This is an optimization exercise on Yosys and OpenROAD, whose aim is small area, a short achievable clock period and few clock cycles per item, not a production implementation.
Function was checked by simulation only, so behaviour that the tests miss may differ from the original.

==> trial 10 <==
## btc_enc
module btc_enc (
  input  wire         clk,
  input  wire         rst,         
  input  wire         in_valid,
  output wire         in_ready,
  input  wire [1:0]   in_fmt,      
  input  wire [511:0] in_pixels,   
  output wire         out_valid,
  input  wire         out_ready,
  output wire [127:0] out_block    
);
==> flow/config.mk <==
export PLATFORM = sky130hd
export DESIGN_NAME = btc_enc
export DESIGN_NICKNAME = btc_enc
export VERILOG_FILES = /design/flow/design.v
export SDC_FILE = /design/flow/constraint.sdc
export NUM_CORES = 4
export LEC_CHECK = 0
export ABC_CLOCK_PERIOD_IN_PS = 9000
export CAP_MARGIN = 20
export CORE_MARGIN = 2
export CORE_UTILIZATION = 30
export SLEW_MARGIN = 20
==> flow/constraint.sdc <==
create_clock -name core_clock -period 36.0 [get_ports {clk}]
set_input_delay 7.2000 -clock core_clock [delete_from_list [all_inputs] [get_ports {clk}]]
set_output_delay 7.2000 -clock core_clock [all_outputs]
set_load 0.01 [all_outputs]
run.sh (not shown) runs the stock make flow with config.mk's settings and CLKGATE_MAP_FILE= SYNTH_SCRIPT=/design/flow/synth_recipe.tcl, a recipe that flattens the netlist after the stock synthesis.
==> build 90: changes against trial 10 <==
--- a/flow/design.v
+++ b/flow/design.v
@@ -87,12 +87,11 @@
     end
     if (go) rfmt <= fmt;
   end
   wire is_bc1 = (rfmt == 2'd0);
   wire [15:0] opq;    
-  genvar gk, gm, gt, gc;
-  integer k;
+  genvar gk, gm, gt;
   generate
     for (gk = 0; gk < 16; gk = gk + 1) begin : g_opq
       assign opq[gk]    = |px[32*gk+24 +: 8];
     end
   endgenerate
@@ -109,16 +108,25 @@
   reg [3:0]  cq_i, cq_j;
   reg [1:0]  cq_ph;
   reg [7:0]  cq_n;
   reg [22:0] cq_e;
   reg [23:0] cq_x;       
-  wire       c_iss = cq_v || c_run;
+  wire       c_dupj;     
+  wire       c_iss = cq_v || (c_run && !c_dupj);
   wire [3:0] s1c_i = cq_v ? cq_i : ci;
   wire [3:0] s1c_j = cq_v ? cq_j : cj;
   wire [15:0] ei, ej;
   btc_p565 u_pi (.p(px[32*s1c_i +: 24]), .c(ei));
   btc_p565 u_pj (.p(px[32*s1c_j +: 24]), .c(ej));
+  wire [15:0] cmatch;
+  genvar gp;
+  generate
+    for (gp = 0; gp < 16; gp = gp + 1) begin : g_cmatch
+      assign cmatch[gp] = cvis[gp] && (cpk[gp] == ej);
+    end
+  endgenerate
+  assign      c_dupj = c_row0 && (|cmatch);
   wire [15:0] cmask = inO & ~cdup;
   wire [4:0]  c_nj  = ffs_above(cmask, cj);
   wire [4:0]  c_ni  = ffs_above(cmask, ci);
   wire        c_adv = c_run && !cq_v;               
   reg         c_init;
@@ -141,16 +149,23 @@
   always @(posedge clk) begin
     if (go) begin
       ci    <= 4'd0;
       cj    <= 4'd0;
       cn    <= 8'd0;
+      cdup  <= 16'd0;
+      cvis  <= 16'd0;
       c_row0 <= 1'b1;
     end else if (c_init) begin
       ci    <= px_i0[3:0];
       cj    <= px_i0[3:0];
     end else if (c_adv) begin
       cn <= cn + 8'd1;
+      if (c_row0) begin
+        cvis[cj] <= 1'b1;
+        cpk[cj]  <= ej;
+      end
+      if (c_dupj) cdup[cj] <= 1'b1;
       if (c_nj[4]) begin
         cj <= c_nj[3:0];
       end else if (c_ni[4]) begin
         c_row0 <= 1'b0;
         ci <= c_ni[3:0];
@@ -163,11 +178,10 @@
   reg  [1:0]  p0c_ph;
   reg  [7:0]  p0c_n;
   reg  [22:0] p0c_e;
   reg  [23:0] p0c_x;
   reg  [15:0] fi, fj;    
-  reg         p0c_r0;    
   reg  [95:0] p0c_g;     
   reg  [3:0]  p0c_go;    
   wire [1:0]  s0c_ph = cq_v ? cq_ph : 2'd0;
   wire [95:0] s0c_g;
   wire [3:0]  s0c_go;
@@ -189,31 +203,10 @@
     p0c_n  <= cq_v ? cq_n  : cn;
     p0c_e  <= cq_v ? cq_e  : 23'd0;
     p0c_x  <= cq_v ? cq_x  : 24'd0;
     fi     <= ei;
     fj     <= ej;
-    p0c_r0 <= !cq_v && c_row0;
-  end
-  wire [15:0] cmatch;
-  genvar gp;
-  generate
-    for (gp = 0; gp < 16; gp = gp + 1) begin : g_cmatch
-      assign cmatch[gp] = cvis[gp] && (cpk[gp] == fj);
-    end
-  endgenerate
-  wire        c_dupj = p0c_v && p0c_r0 && (|cmatch);
-  always @(posedge clk) begin
-    if (go) begin
-      cdup <= 16'd0;
-      cvis <= 16'd0;
-    end else begin
-      if (p0c_v && p0c_r0) begin
-        cvis[p0c_j] <= 1'b1;
-        cpk[p0c_j]  <= fj;
-      end
-      if (c_dupj) cdup[p0c_j] <= 1'b1;
-    end
   end
   wire [15:0] hi = (fi > fj) ? fi : fj;
   wire [15:0] lo = (fi > fj) ? fj : fi;
   wire [15:0] n_c0 = punch ? lo : hi;
   wire [15:0] n_c1 = punch ? hi : lo;
@@ -238,53 +231,54 @@
   reg  [1:0]  p1c_ph;
   reg  [7:0]  p1c_n;
   reg  [22:0] p1c_e;
   reg  [23:0] p1c_x;
   reg  [15:0] p1c_c0, p1c_c1;
-  wire [23:0] n_p0 = {e0b, e0g, e0r};               
-  wire [23:0] n_p1 = {e1b, e1g, e1r};
-  wire [23:0] n_p2 = n_m3 ? {hb[8:1], hg[8:1], hr[8:1]} : (c0_is_i ? t_ij : t_ji);
-  wire [23:0] n_p3 = n_m3 ? 24'd0 : (c0_is_i ? t_ji : t_ij);
-  wire [107:0] n_df [0:3];    
-  generate
-    for (gm = 0; gm < 4; gm = gm + 1) begin : g_cdf
-      for (gc = 0; gc < 3; gc = gc + 1) begin : g_ch
-        wire [8:0] x = {1'b0, p0c_g[24*gm + 8*gc +: 8]};
-        assign n_df[gm][9*gc +: 9]      = x - {1'b0, n_p0[8*gc +: 8]};
-        assign n_df[gm][27 + 9*gc +: 9] = x - {1'b0, n_p1[8*gc +: 8]};
-        assign n_df[gm][54 + 9*gc +: 9] = x - {1'b0, n_p2[8*gc +: 8]};
-        assign n_df[gm][81 + 9*gc +: 9] = x - {1'b0, n_p3[8*gc +: 8]};
-      end
-    end
-  endgenerate
-  reg  [107:0] p1c_df [0:3];
-  reg  [3:0]   p1c_go;
+  reg  [23:0] p1c_p0, p1c_p1, p1c_p2, p1c_p3;    
+  reg  [95:0] p1c_g;
+  reg  [3:0]  p1c_go;
   always @(posedge clk) begin
     if (rst) p1c_v <= 1'b0;
-    else     p1c_v <= p0c_v && !c_dupj;
+    else     p1c_v <= p0c_v;
     p1c_i  <= p0c_i;
     p1c_j  <= p0c_j;
     p1c_ph <= p0c_ph;
+    p1c_g  <= p0c_g;
     p1c_go <= p0c_go;
     p1c_n  <= p0c_n;
     p1c_e  <= p0c_e;
     p1c_x  <= p0c_x;
     p1c_m3 <= n_m3;
     p1c_c0 <= n_c0;
     p1c_c1 <= n_c1;
-    for (k = 0; k < 4; k = k + 1) p1c_df[k] <= n_df[k];
+    p1c_p0 <= {e0b, e0g, e0r};
+    p1c_p1 <= {e1b, e1g, e1r};
+    if (n_m3) begin
+      p1c_p2 <= {hb[8:1], hg[8:1], hr[8:1]};
+      p1c_p3 <= 24'd0;
+    end else begin
+      p1c_p2 <= c0_is_i ? t_ij : t_ji;
+      p1c_p3 <= c0_is_i ? t_ji : t_ij;
+    end
   end
+  wire [95:0]  cgrp = p1c_g;
   wire [3:0]   cgo  = p1c_go;
   wire [75:0]  cd [0:3];    
   generate
     for (gm = 0; gm < 4; gm = gm + 1) begin : g_cpx
+      wire [7:0] xr = cgrp[24*gm +: 8];
+      wire [7:0] xg = cgrp[24*gm+8 +: 8];
+      wire [7:0] xb = cgrp[24*gm+16 +: 8];
       wire [18:0] d0, d1, d2, d3;
-      wire [107:0] df = p1c_df[gm];
-      btc_sq3 u0 (.dr(df[8:0]),   .dg(df[17:9]),  .db(df[26:18]),  .d(d0));
-      btc_sq3 u1 (.dr(df[35:27]), .dg(df[44:36]), .db(df[53:45]),  .d(d1));
-      btc_sq3 u2 (.dr(df[62:54]), .dg(df[71:63]), .db(df[80:72]),  .d(d2));
-      btc_sq3 u3 (.dr(df[89:81]), .dg(df[98:90]), .db(df[107:99]), .d(d3));
+      wire [8:0] r0 = {1'b0, xr} - {1'b0, p1c_p0[7:0]}, g0 = {1'b0, xg} - {1'b0, p1c_p0[15:8]}, b0 = {1'b0, xb} - {1'b0, p1c_p0[23:16]};
+      wire [8:0] r1 = {1'b0, xr} - {1'b0, p1c_p1[7:0]}, g1 = {1'b0, xg} - {1'b0, p1c_p1[15:8]}, b1 = {1'b0, xb} - {1'b0, p1c_p1[23:16]};
+      wire [8:0] r2 = {1'b0, xr} - {1'b0, p1c_p2[7:0]}, g2 = {1'b0, xg} - {1'b0, p1c_p2[15:8]}, b2 = {1'b0, xb} - {1'b0, p1c_p2[23:16]};
+      wire [8:0] r3 = {1'b0, xr} - {1'b0, p1c_p3[7:0]}, g3 = {1'b0, xg} - {1'b0, p1c_p3[15:8]}, b3 = {1'b0, xb} - {1'b0, p1c_p3[23:16]};
+      btc_sq3 u0 (.dr(r0), .dg(g0), .db(b0), .d(d0));
+      btc_sq3 u1 (.dr(r1), .dg(g1), .db(b1), .d(d1));
+      btc_sq3 u2 (.dr(r2), .dg(g2), .db(b2), .d(d2));
+      btc_sq3 u3 (.dr(r3), .dg(g3), .db(b3), .d(d3));
       assign cd[gm] = {d3, d2, d1, d0};
     end
   endgenerate
   reg         p2c_v;
   reg  [3:0]  p2c_i, p2c_j;
@@ -294,10 +288,11 @@
   reg  [23:0] p2c_x;
   reg  [15:0] p2c_c0, p2c_c1;
   reg  [75:0] p2c_d [0:3];
   reg         p2c_m3;
   reg  [3:0]  p2c_go;
+  integer k;
   always @(posedge clk) begin
     if (rst) p2c_v <= 1'b0;
     else     p2c_v <= p1c_v;
     p2c_i  <= p1c_i;
     p2c_j  <= p1c_j;
==> summary.txt <==
- Against build 90, the synthesized cell count of trial 10 is larger by 7.1%.
- In build 90 the non-clock buffer count is higher than in trial 10, by 60.
- In build 90 the hold slack is lower than in trial 10, by 88 ps.
- Between trial 10 and build 90, the lower maximum frequency is in build 90 (gap about 1.2%, measured against build 90).
- Of trial 10 and build 90, trial 10 has the higher final cell count (gap about 5%, measured against build 90).
- Die area: build 90 is lower than trial 10 (4.1%).
- Against trial 10, the count of clock-buffer cells in the layout of build 90 is lower by 50.
- Of build 90 and trial 10, trial 10 has the higher setup slack (gap 130 ps).
- In trial 10 the first-iteration DRC count is larger than in build 90, by 20%.
- Register-to-register slack: build 90 is lower than trial 10 (640 ps).
- Of trial 10 and build 90, build 90 has the higher core utilization (gap 0.19 points).
Testbench counts of trial 10, summed over its fixed seeds: cycles 56,816, items 288.
Testbench counts of build 90, summed over its fixed seeds: cycles 56,624, items 288.

[static timing again, ports no longer ideal]
How much do the figures lean on ideal ports? The routed layouts below were timed once more, with nothing changed but the port constraints.
Step 1 (the two cells are an assumption about what drives the block):
set clk [get_ports {clk}]
set_driving_cell -lib_cell sky130_fd_sc_hd__clkbuf_16 $clk
set_driving_cell -lib_cell sky130_fd_sc_hd__buf_2 [delete_from_list [all_inputs] $clk]
Step 2 also shifts input and output timing later by t, the mid clock arrival at the registers, as if the neighbouring blocks saw the same clock.
Slacks: ideal / step 1 / step 2; pairs: ideal / step 1.
run	t, ns	slack for setup (ns)	worst setup path after step 2	slew at the worst register clock pin (ns)	pins driven straight from the clock port
trial 10	1.129	25.256 / 25.129 / 26.257	register to output	0.08 / 0.08	1
build 90	1.121	25.123 / 24.991 / 26.112	register to output	0.07 / 0.07	1
After both steps setup and hold are still met in every run listed.
